This design comes from an exercise in tuning for small area and a short achievable clock period on the open sky130 flow, not from production work.
Function was checked by simulation only, so behaviour that the tests miss may differ from the original.
No activity file was given, so power comes from the tool's default toggle rates.

P:
Design freqres4, start of the top module:
module freqres4 (
    input  wire        clk,
    input  wire        rst,
    input  wire [2:0]  cmd_op,
    input  wire [1:0]  cmd_ch,
    input  wire [7:0]  cmd_arg0,
    input  wire [7:0]  cmd_arg1,
    input  wire [1:0]  cmd_flags,
    output reg         out_valid,
    output reg  [1:0]  out_ch,
    output wire [10:0] out_freq
);
clock: 15.0 ns
lec_check: 0
abc_area: 1
cap_margin: 20
core_margin: 2
core_utilization: 40
cts_buf_list: sky130_fd_sc_hd__clkbuf_8
cts_cluster_diameter: 80
cts_cluster_size: 12
slew_margin: 20
standard.sh (not shown) runs the stock make flow with config.mk's settings and CLKGATE_MAP_FILE= SYNTH_SCRIPT=/design/flow/synth_recipe.tcl, a recipe that flattens the netlist after the stock synthesis.
==> flow/flow/run.sh <==
#!/bin/bash
# Layout flow: the standard ORFS flow (standard synthesis unchanged),
# with timing repair aimed below the clock period and free cell sizing.
#   SETUP_SLACK_MARGIN    repair_timing keeps working until setup slack
#                         reaches this margin (ns) instead of 0: CTS_MARGIN
#                         for the steps up to clock tree synthesis, then
#                         GRT_MARGIN for the repair after global routing
#   MATCH_CELL_FOOTPRINT  0 lets sizing swap cells of different footprints
#   BUFFER_PORTS_ARGS     port buffers as buf_2 instead of delay cells
# Each make run's full output goes to its own log in the work folder
# (flow_make_cts.log, flow_make_finish.log); ORFS keeps each step's log
# under orfs/logs/.
set -euo pipefail
CTS_MARGIN=7.75
GRT_MARGIN=6.5
COMMON=(MATCH_CELL_FOOTPRINT=0 "BUFFER_PORTS_ARGS=-buffer_cell sky130_fd_sc_hd__buf_2")
bash standard.sh "${COMMON[@]}" SETUP_SLACK_MARGIN=$CTS_MARGIN cts > flow_make_cts.log 2>&1
bash standard.sh "${COMMON[@]}" SETUP_SLACK_MARGIN=$GRT_MARGIN finish > flow_make_finish.log 2>&1
The following lists how Q was set up differently from P:
diff --git a/flow/design.v b/flow/design.v
--- a/flow/design.v
+++ b/flow/design.v
@@ -481,25 +481,26 @@
     assign d_vdm  = !rst && (is_note ? (vd != 8'd0) : (vv != 8'd1));
     assign w_vv   = is_note || (e_vib && !vdm) || (is_step && vib_on);
     assign d_vv   = is_note ? vd :
                     !is_step ? 8'd0 :
                     vdm      ? vv - 8'd1 :
                     {2'b00, vt_wrap ? vp + 2'd1 : vp, vt_wrap ? 4'd0 : vt_inc};
     assign w_ip   = is_uses || (is_step && cmd_flags[1]);
     assign d_ip   = (rst || is_uses) ? 12'd0 : ip_new;
+    wire       is_ch3 = (cmd_ch == 2'd3);
     reg [10:0] t2_r;
     reg [10:0] cur_r;
     reg [11:0] ip_r;
     reg [12:0] q_r;
     always @(posedge clk) begin
         out_valid <= !rst && is_step;
         out_ch    <= cmd_ch;
-        t2_r      <= (cmd_ch == 2'd3) ? {3'b000, noise_n2} : tone_n2;
-        cur_r     <= cur_new;
-        ip_r      <= ip_new;
-        q_r       <= q;
+        t2_r      <= is_ch3 ? {3'b000, noise_n2} : tone_n2;
+        cur_r     <= is_ch3 ? 11'd0 : cur_new;
+        ip_r      <= is_ch3 ? 12'd0 : ip_new;
+        q_r       <= is_ch3 ? 13'd0 : q;
     end
     wire signed [13:0] f_sum = $signed({3'b000, cur_r}) + $signed({{2{ip_r[11]}}, ip_r})
                              + $signed({q_r[12], q_r}) + $signed({3'b000, t2_r});
     wire [10:0] tone_out = f_sum[13] ? 11'd0 : (f_sum[12:11] != 2'b00) ? 11'd2047 : f_sum[10:0];
-    assign out_freq = (out_ch == 2'd3) ? t2_r : tone_out;
+    assign out_freq = tone_out;   
 endmodule
- NOTE count of fill cells added during filler insertion P->Q decreased slightly
- In the metrics for P and Q, the one carrying the lower total combinational power is Q.
- Q vs. P: data arrival time of the critical path went up by 0.11 ns.
- Changes observed in Q relative to P: share of the clock period used by the worst path after layout shows an increase of 0.20 points; pin count of the biggest net entering global routing has decreased.
- Re number of antenna violations at the first check in global routing: P and Q aren't equal, and the lower value belongs to Q.
- Diff P and Q: non-clock buffer instance count of the final layout higher in P
- Taking P as the reference, in Q sum of routed wire segments on met1 saw a decrease, maximum fanout along the worst path saw a decrease, synthesized area saw a decrease, cell-internal power saw a decrease, number of vias after detailed routing saw little to no change.

what the ideal ports hide:
In the flow no input, the clock included, has a driving cell. The finished layouts below were timed again as built, in two steps. Step 1 assumes that a clkbuf_16 drives the clock port and a buf_2 every other input. Step 2 moves the port delays by t, midway between the first and last clock arrival at a register: inputs arrive t later, outputs are due t later. That takes back most of the time a late clock gives input paths. a / b / c = ideal ports / drivers / drivers and shift; a / b = the first two.
run	t, ns	setup slack, ns	worst setup path after step 2	latest minus earliest clock arrival (ns)
P	0.657	7.653 / 7.683 / 7.026	input to register	0.062 / 0.062
Q	0.687	7.623 / 7.629 / 6.942	input to register	0.037 / 0.036
After both steps every run listed still meets setup and hold. The setup slack of Q, which loses most, moves by +0.006 ns with the drivers and by -0.681 ns with both steps.
